From an optimization exercise on the open Yosys and OpenROAD flow, aimed at small area, a short achievable clock period and few clock cycles; shortcuts taken in it are not production practice.
Only simulation tests tie the RTL to the original design; equivalence was not proved.
Power and IR drop assume default switching activity.

[design/flow/design.v]
module elf_cu (
    input  wire        clk,
    input  wire        rst,
    input  wire        in_valid,
    output wire        in_ready,
    input  wire [1:0]  in_op,
    input  wire [63:0] in_data,
    input  wire [6:0]  in_nbits,
    output wire        out_valid,
    input  wire        out_ready,
    output wire [63:0] out_data,
    output wire        out_last,
    output wire [3:0]  out_bytes
);
    localparam [63:0] END_SIGN = 64'h7FF8000000000000;
    localparam [1:0] OP_ADD     = 2'd0;
    localparam [1:0] OP_CLOSE   = 2'd1;
    localparam [1:0] OP_PUTBITS = 2'd2;
    localparam [1:0] OP_REFRESH = 2'd3;
    localparam [1:0] K_DATA  = 2'd0;
    localparam [1:0] K_CLOSE = 2'd1;
    localparam [1:0] K_DROP  = 2'd2;
    localparam [1:0] M_NORMAL = 2'd0;
    localparam [1:0] M_FLUSH  = 2'd1;
    localparam [1:0] M_DROP   = 2'd2;
    localparam BUFW = 160;
    function [6:0] clz64;
        input [63:0] x;
        reg [63:0] y;
        reg [5:0]  n;
        begin
            y = x;
            n = 6'd0;
            if (y[63:32] == 32'd0) begin n = n + 6'd32; y = y << 32; end
            if (y[63:48] == 16'd0) begin n = n + 6'd16; y = y << 16; end
            if (y[63:56] == 8'd0)  begin n = n + 6'd8;  y = y << 8;  end
            if (y[63:60] == 4'd0)  begin n = n + 6'd4;  y = y << 4;  end
            if (y[63:62] == 2'd0)  begin n = n + 6'd2;  y = y << 2;  end
            if (y[63] == 1'b0)     begin n = n + 6'd1;               end
            clz64 = (x == 64'd0) ? 7'd64 : {1'b0, n};
        end
    endfunction
    function [6:0] ctz64;
        input [63:0] x;
        reg [63:0] y;
        reg [5:0]  n;
        begin
            y = x;
            n = 6'd0;
            if (y[31:0] == 32'd0) begin n = n + 6'd32; y = y >> 32; end
            if (y[15:0] == 16'd0) begin n = n + 6'd16; y = y >> 16; end
            if (y[7:0] == 8'd0)   begin n = n + 6'd8;  y = y >> 8;  end
            if (y[3:0] == 4'd0)   begin n = n + 6'd4;  y = y >> 4;  end
            if (y[1:0] == 2'd0)   begin n = n + 6'd2;  y = y >> 2;  end
            if (y[0] == 1'b0)     begin n = n + 6'd1;               end
            ctz64 = (x == 64'd0) ? 7'd64 : {1'b0, n};
        end
    endfunction
    function [4:0] lround;
        input [6:0] n;
        begin
            if (n >= 7'd24)      lround = 5'd24;
            else if (n >= 7'd22) lround = 5'd22;
            else if (n >= 7'd20) lround = 5'd20;
            else if (n >= 7'd18) lround = 5'd18;
            else if (n >= 7'd16) lround = 5'd16;
            else if (n >= 7'd12) lround = 5'd12;
            else if (n >= 7'd8)  lround = 5'd8;
            else                 lround = 5'd0;
        end
    endfunction
    function [2:0] lcode;
        input [4:0] b;
        begin
            case (b)
                5'd0:    lcode = 3'd0;
                5'd8:    lcode = 3'd1;
                5'd12:   lcode = 3'd2;
                5'd16:   lcode = 3'd3;
                5'd18:   lcode = 3'd4;
                5'd20:   lcode = 3'd5;
                5'd22:   lcode = 3'd6;
                default: lcode = 3'd7;
            endcase
        end
    endfunction
    reg        first;
    reg [63:0] stored_val;
    reg        win_valid;      
    reg [4:0]  stored_lz;      
    reg [5:0]  stored_tz;      
    reg        tok_valid;
    reg [74:0] tok_code;       
    reg [6:0]  tok_len;        
    reg [1:0]  tok_kind;
    reg [BUFW-1:0] pbuf;       
    reg [7:0]      fill;       
    reg [1:0]      mode;
    reg [63:0] v;
    reg [63:0] x;
    reg [6:0]  lzc_raw;
    reg [6:0]  tzc;
    reg [4:0]  lzb;
    reg [6:0]  cb;
    reg [10:0] hdr;
    reg [3:0]  hdr_len;
    reg [6:0]  pay_len;
    reg [6:0]  sh;
    reg [63:0] pay;
    reg        reuse;
    reg [74:0] enc_code;
    reg [6:0]  enc_len;
    reg [63:0] mask;
    always @* begin
        v = (in_op == OP_CLOSE) ? END_SIGN : in_data;
        x = first ? v : (stored_val ^ v);
        lzc_raw = clz64(x);
        tzc = ctz64(x);
        lzb = lround(lzc_raw);
        cb = 7'd64 - {2'b00, lzb} - tzc;
        reuse = win_valid && (lzb == stored_lz) && (tzc >= {1'b0, stored_tz});
        hdr = 11'd0;
        hdr_len = 4'd0;
        pay_len = 7'd0;
        sh = 7'd0;
        if (first) begin
            hdr = {4'd0, tzc};
            hdr_len = 4'd7;
            sh = tzc;
            pay_len = 7'd64 - tzc;
        end else if (x == 64'd0) begin
            hdr = 11'b01;
            hdr_len = 4'd2;
            pay_len = 7'd0;
        end else if (reuse) begin
            hdr = 11'b00;
            hdr_len = 4'd2;
            sh = {1'b0, stored_tz};
            pay_len = 7'd64 - {2'b00, stored_lz} - {1'b0, stored_tz};
        end else if (cb <= 7'd16) begin
            hdr = {2'b00, 2'b10, lcode(lzb), cb[3:0]};
            hdr_len = 4'd9;
            sh = tzc;
            pay_len = cb;
        end else begin
            hdr = {2'b11, lcode(lzb), cb[5:0]};
            hdr_len = 4'd11;
            sh = tzc;
            pay_len = cb;
        end
        pay = x >> sh;
        mask = (in_nbits >= 7'd64) ? {64{1'b1}} : ~({64{1'b1}} << in_nbits);
        case (in_op)
            OP_PUTBITS: begin
                enc_code = {11'd0, in_data & mask};
                enc_len = (in_nbits > 7'd64) ? 7'd64 : in_nbits;
            end
            OP_REFRESH: begin
                enc_code = 75'd0;
                enc_len = 7'd0;
            end
            default: begin
                enc_code = ({64'd0, hdr} << pay_len) | {11'd0, pay};
                enc_len = {3'b000, hdr_len} + pay_len;
            end
        endcase
    end
    wire tok_take = tok_valid && (mode == M_NORMAL) &&
                    ({1'b0, fill} + {2'b00, tok_len} <= BUFW);
    assign in_ready = !tok_valid || tok_take;
    wire in_fire = in_valid && in_ready;
    assign out_valid = (fill >= 8'd64) || ((mode == M_FLUSH) && (fill != 8'd0));
    assign out_data  = pbuf[BUFW-1 -: 64];
    assign out_last  = (mode == M_FLUSH) && (fill <= 8'd64);
    assign out_bytes = out_last ? ((fill[6:0] + 7'd7) >> 3) : 4'd8;
    wire out_fire = out_valid && out_ready;
    always @(posedge clk) begin
        if (rst) begin
            first      <= 1'b1;
            stored_val <= 64'd0;
            win_valid  <= 1'b0;
            stored_lz  <= 5'd0;
            stored_tz  <= 6'd0;
            tok_valid  <= 1'b0;
            tok_code   <= 75'd0;
            tok_len    <= 7'd0;
            tok_kind   <= K_DATA;
        end else begin
            if (tok_take)
                tok_valid <= 1'b0;
            if (in_fire) begin
                tok_valid <= 1'b1;
                tok_code  <= enc_code;
                tok_len   <= enc_len;
                case (in_op)
                    OP_CLOSE:   tok_kind <= K_CLOSE;
                    OP_REFRESH: tok_kind <= K_DROP;
                    default:    tok_kind <= K_DATA;
                endcase
                if (in_op == OP_ADD) begin
                    first      <= 1'b0;
                    stored_val <= v;
                    if (!first && x != 64'd0 && !reuse) begin
                        win_valid <= 1'b1;
                        stored_lz <= lzb;
                        stored_tz <= tzc[5:0];
                    end
                end else if (in_op == OP_CLOSE || in_op == OP_REFRESH) begin
                    first      <= 1'b1;
                    stored_val <= 64'd0;
                    win_valid  <= 1'b0;
                    stored_lz  <= 5'd0;
                    stored_tz  <= 6'd0;
                end
            end
        end
    end
    reg [BUFW-1:0] b1;
    reg [7:0]      f1;
    reg [7:0]      place;
    always @* begin
        b1 = out_fire ? (pbuf << 64) : pbuf;
        f1 = out_fire ? ((fill > 8'd64) ? (fill - 8'd64) : 8'd0) : fill;
        place = BUFW[7:0] - f1 - {1'b0, tok_len};
    end
    always @(posedge clk) begin
        if (rst) begin
            pbuf <= {BUFW{1'b0}};
            fill <= 8'd0;
            mode <= M_NORMAL;
        end else if (mode == M_DROP && fill < 8'd64) begin
            pbuf <= {BUFW{1'b0}};
            fill <= 8'd0;
            mode <= M_NORMAL;
        end else begin
            if (tok_take) begin
                pbuf <= b1 | ({{(BUFW-75){1'b0}}, tok_code} << place);
                fill <= f1 + {1'b0, tok_len};
                if (tok_kind == K_CLOSE)
                    mode <= M_FLUSH;
                else if (tok_kind == K_DROP)
                    mode <= M_DROP;
            end else begin
                pbuf <= b1;
                fill <= f1;
            end
            if (mode == M_FLUSH && out_fire && out_last)
                mode <= M_NORMAL;
        end
    end
endmodule
[design/flow/run.sh]
#!/bin/bash
# synth_recipe.tcl (not shown) runs the flow's synth.tcl, then flattens the netlist and writes it again
# the make line also repeats each setting of config.mk as NAME=value (left out here)
make -C /OpenROAD-flow-scripts/flow DESIGN_CONFIG=/design/flow/config.mk WORK_HOME=/design/flow/orfs CLKGATE_MAP_FILE= SYNTH_SCRIPT=/design/flow/synth_recipe.tcl finish
[design/flow/config.mk]
export PLATFORM = sky130hd
export DESIGN_NAME = elf_cu
export DESIGN_NICKNAME = elf_cu
export VERILOG_FILES = /design/flow/design.v
export SDC_FILE = /design/flow/constraint.sdc
export NUM_CORES = 4
export LEC_CHECK = 0
export CAP_MARGIN = 20
export CORE_MARGIN = 2
export CORE_UTILIZATION = 40
export SLEW_MARGIN = 20
[design/flow/constraint.sdc]
create_clock -name core_clock -period 11.0 [get_ports {clk}]
set_input_delay 2.2000 -clock core_clock [delete_from_list [all_inputs] [get_ports {clk}]]
set_output_delay 2.2000 -clock core_clock [all_outputs]
set_load 0.01 [all_outputs]
==> reports/summary.txt <==
detailed-route vias per instance = 6.46
clock slew at reported path FFs = 0.07 ns
Worst R2R Start = first
static leakage power = 13.7 nW
antenna violations before repair = 11
largest family of logic cells by synthesized area = compound AO/OA/AOI/OAI gates
post-CTS repair timing setup buffer count = 0
Max Buffers Root-to-Sink = 3
num ports = 148
CTS buffer count = 42
post-synthesis sequential area ratio = 0.211
flop-to-flop setup slack = 2.01 ns
Fill cells = 8117
worst min path class = reg -> reg
Detailed Routing Iterations Pass 1 = 6
Post-DP Area = 0.0347 sq mm
Final min period = 10.42 ns
Row Count = 102
Worst Tran Pin Value = 1.25 ns
termination of the worst setup path = tok_code[15]
initial cell density of the core = 0.404
arithmetic-cell share of the synthesized area counting full adders, half adders and majority gates = 0.0274
Crit. Startpoint = in_op[1]
maximum number of pins on one net before global-route repair = 119
WP data required = 11.55 ns
RR Endpoint = tok_code[15]
clock root buffer = sky130_fd_sc_hd__clkbuf_16
proportion of synthesized area in mux cells = 0.136
fin util = 0.466
global-route wire length before repair = 245000 um
post-synth net total = 4545
H-tree depth reported by CTS = 2
worst clock skew on the final layout = 0.0423 ns
post-synthesis share of cell area spent on and, or, nand and nor gates = 0.259
via total after detailed routing = 36000
Die Span Y = 284 um
sequential standard cell area = 0.00663 sq mm
Die Area = 0.0806 sq mm
Primary FF master, synth = sky130_fd_sc_hd__dfxtp_1
critical path's largest stage delay = 0.56 ns
asr flop ratio synth = 0
Cell Area, Synth = 0.0313 sq mm
overall global routing resource usage = 0.415
CTS tree = built
most used cell, CP = sky130_fd_sc_hd__a21oi_1
area of combinational cells with multiple inputs = 0.0225 sq mm
area growth from synthesis to final layout = 15.3%
number of max-slew violations in the final report = 0
Routed WL = 174000 um
clock sink count = 331
net count reported at finish = 4626
fraction of final layout cells sized beyond drive strength 1 = 0.136
Max stage delay cell, worst path = sky130_fd_sc_hd__a2111oi_4
placer congestion estimate = 1.05
Finish-stage setup viols = 0
port bufs = 147
Achievable Freq = 96.0 MHz
Final Total Pwr = 6.80 mW
pwr dens = 188 mW/mm^2
average size of a mapped cell = 7.11 sq um
path depth of the worst reg2reg path = 35
vias in the first global route = 33200
CP Class = in -> reg
largest driver fanout on the critical path = 17
Final Hold Viols = 0
total of hold buffers inserted after clock tree synthesis = 0
status = no timing/DRC/antenna violations
register bit total from synthesis = 331
Post-Synth XOR/XNOR Area = 0.0157
DPL Wire Length = 137000 um
worst-case headroom to the max-slew limit = 0.162
crit path launch type = primary input
number of synthesized flops with an enable pin = 0
setup repair after global routing missed its margin = false
die width = 284 um
initial drt markers = 4195
max-cap violations = 0
design area = 0.0361 sq mm
synthesized instance count = 4405
count of synthesis-stage warnings from yosys = 1
Routed Antenna Nets = 0
kind of end point of the critical path = flop
count of instances resized after the clock tree is built = 0
final clock period utilization by the worst path = 0.947
data arrival at the endpoint of the critical path = 10.97 ns
Placeable Area = 0.0775 sq mm
count of different cell masters after synthesis = 121
DRC errors left = 0
remaining global-route overflow = 0
clock network latency to the later pin of the worst-skew pair = 0.62 ns
total negative slack = 0 ns
Wirelength per Cell = 31.3 um
fraction of the mapped netlist area in compound gates = 0.273
Peak VDD IR = 0.170 mV
## per-layer routing
metal	GRT usage	share of wire	up-vias
met5	0	0.00015	-
met4	0.303	0.087	4
met3	0.0732	0.084	515
met2	0.649	0.44	2057
met1	0.513	0.39	17200
li1	-	-	16200
## power by group
group | switching (mW) | internal, mW | leakage [nW] | total [mW]
clock network | 0.627 | 0.800 | 0.675 | 1.43
logic | 2.76 | 1.23 | 10.3 | 3.98
registers | 0.0904 | 1.30 | 2.68 | 1.39
total | 3.48 | 3.32 | 13.7 | 6.80
## placed cells by master (no fill, tap or decap), types with 39 or more instances in the layout
master | synthesis | routed
sky130_fd_sc_hd__a211oi_1 | 45 | 45
sky130_fd_sc_hd__o22ai_1 | 63 | 62
sky130_fd_sc_hd__nor3_1 | 109 | 109
sky130_fd_sc_hd__o21ai_0 | 258 | 256
sky130_fd_sc_hd__nor2b_1 | 39 | 39
sky130_fd_sc_hd__buf_4 | 81 | 297
sky130_fd_sc_hd__ha_1 | 55 | 53
sky130_fd_sc_hd__and3_1 | 52 | 52
sky130_fd_sc_hd__mux2_2 | 45 | 45
sky130_fd_sc_hd__a22oi_1 | 115 | 115
sky130_fd_sc_hd__mux2i_1 | 227 | 226
sky130_fd_sc_hd__nand2b_1 | 60 | 59
sky130_fd_sc_hd__nor2_1 | 513 | 510
sky130_fd_sc_hd__nand3_1 | 113 | 113
sky130_fd_sc_hd__dfxtp_1 | 331 | 330
sky130_fd_sc_hd__a31oi_1 | 137 | 137
sky130_fd_sc_hd__inv_1 | 84 | 83
sky130_fd_sc_hd__mux4_2 | 63 | 63
sky130_fd_sc_hd__a21oi_1 | 324 | 323
sky130_fd_sc_hd__clkbuf_16 | 0 | 42
sky130_fd_sc_hd__o211ai_1 | 41 | 41
sky130_fd_sc_hd__clkdlybuf4s50_1 | 0 | 146
sky130_fd_sc_hd__nand2_1 | 703 | 698
## kinds of logic after synthesis
| kind of cell | after synthesis |
|---|---|
| muxes | 339 |
| AOI/OAI and AO/OA | 1313 |
| adders and majority gates | 64 |
| and+or+nand+nor | 1792 |
| xor gates and xnor gates | 56 |
| buffers and inverters | 510 |
| DFF | 331 |
## registers in the layout (all words and copies together) (netlist names)
signal and cells:
stored_val 64, tok_kind 2, mode 2, stored_lz 4
first 1, tok_len 7, win_valid 1, pbuf 160
fill 8, tok_code 75, tok_valid 1, stored_tz 6
## worst max-delay path, delay by kind of cell
family	cells	cell delay, ns
compound gates	18	4.41
fa+ha+maj	1	0.27
buf+inv	4	1.18
mux	2	0.37
simple gates	9	2.49
## final cells by class
| class | instances | share of cell area |
|---|---|---|
| Antenna cell | 6 | 0.000416 |
| Clock inverter | 16 | 0.00495 |
| Tap cell | 1040 | 0.0360 |
| Sequential cell | 331 | 0.183 |
| Timing Repair Buffer | 456 | 0.109 |
| Multi-Input combinational cell | 3564 | 0.623 |
| Inverter | 91 | 0.00946 |
| Clock buffer | 60 | 0.0335 |
## cells in the mapped netlist (55+ instances only)
library cell / count / area [sq um]
sky130_fd_sc_hd__ha_1: 55 / 688
sky130_fd_sc_hd__mux2i_1: 227 / 2270
sky130_fd_sc_hd__nor3_1: 109 / 546
sky130_fd_sc_hd__clkbuf_1: 248 / 931
sky130_fd_sc_hd__a31oi_1: 137 / 857
sky130_fd_sc_hd__nand2_1: 703 / 2640
sky130_fd_sc_hd__o21ai_0: 258 / 1290
sky130_fd_sc_hd__a21oi_1: 324 / 1620
sky130_fd_sc_hd__dfxtp_1: 331 / 6630
sky130_fd_sc_hd__nand2b_1: 60 / 375
sky130_fd_sc_hd__nand3_1: 113 / 566
sky130_fd_sc_hd__mux4_2: 63 / 1420
sky130_fd_sc_hd__buf_4: 81 / 608
sky130_fd_sc_hd__a22oi_1: 115 / 863
sky130_fd_sc_hd__nor2_1: 513 / 1930
sky130_fd_sc_hd__inv_1: 84 / 315
sky130_fd_sc_hd__o22ai_1: 63 / 394
## how the worst min path moves through the flow
stage	depth (start not counted)	to	startpoint
5_1_grt	2	tok_kind[1]	tok_kind[1]
6_report	2	tok_kind[1]	tok_kind[1]
3_3_place_gp	2	tok_kind[1]	tok_kind[1]
3_5_place_dp	2	tok_kind[1]	tok_kind[1]
4_1_cts	2	tok_kind[1]	tok_kind[1]
2_1_floorplan	2	tok_kind[1]	tok_kind[1]
## metrics by stage
step	worst slack, ns	instances	hold slack [ns]
6_report	0.579	5564	0.459
5_1_grt	0.157	5563	0.483
4_1_cts	0.840	5557	0.463
3_5_place_dp	0.222	5481	0.456
3_3_place_gp	0.209	5481	0.442
2_1_floorplan	1.41	4405	0.432
Testbench counts, summed over its fixed seeds: cycles 39,566.

==> separate check: timing with driven ports <==
How much do the figures lean on ideal ports? The routed layout below was timed once more, with nothing changed but the port constraints. Step 1, drivers: a clkbuf_16 drives clk and a buf_2 each remaining input, both assumed. Step 2, shift: input delay + t, output delay - t, t = (earliest + latest rising clock arrival at the registers) / 2. This alone moves slack from input paths to output paths. Three values: no drivers, after step 1, after step 2; two values: the first two.
t, ns: 0.661
setup WS [ns]: 0.579 / 0.617 / -0.045
hold WS [ns]: 0.459 / 0.459 / 0.459
worst slew at a driven data input, ns: 0.12
pins driven straight from the clock port: 1
Met with ideal ports but missed after step 2: setup timing in this run. For this run, drivers alone change the setup slack by +0.038 ns; drivers and shift together by -0.624 ns.
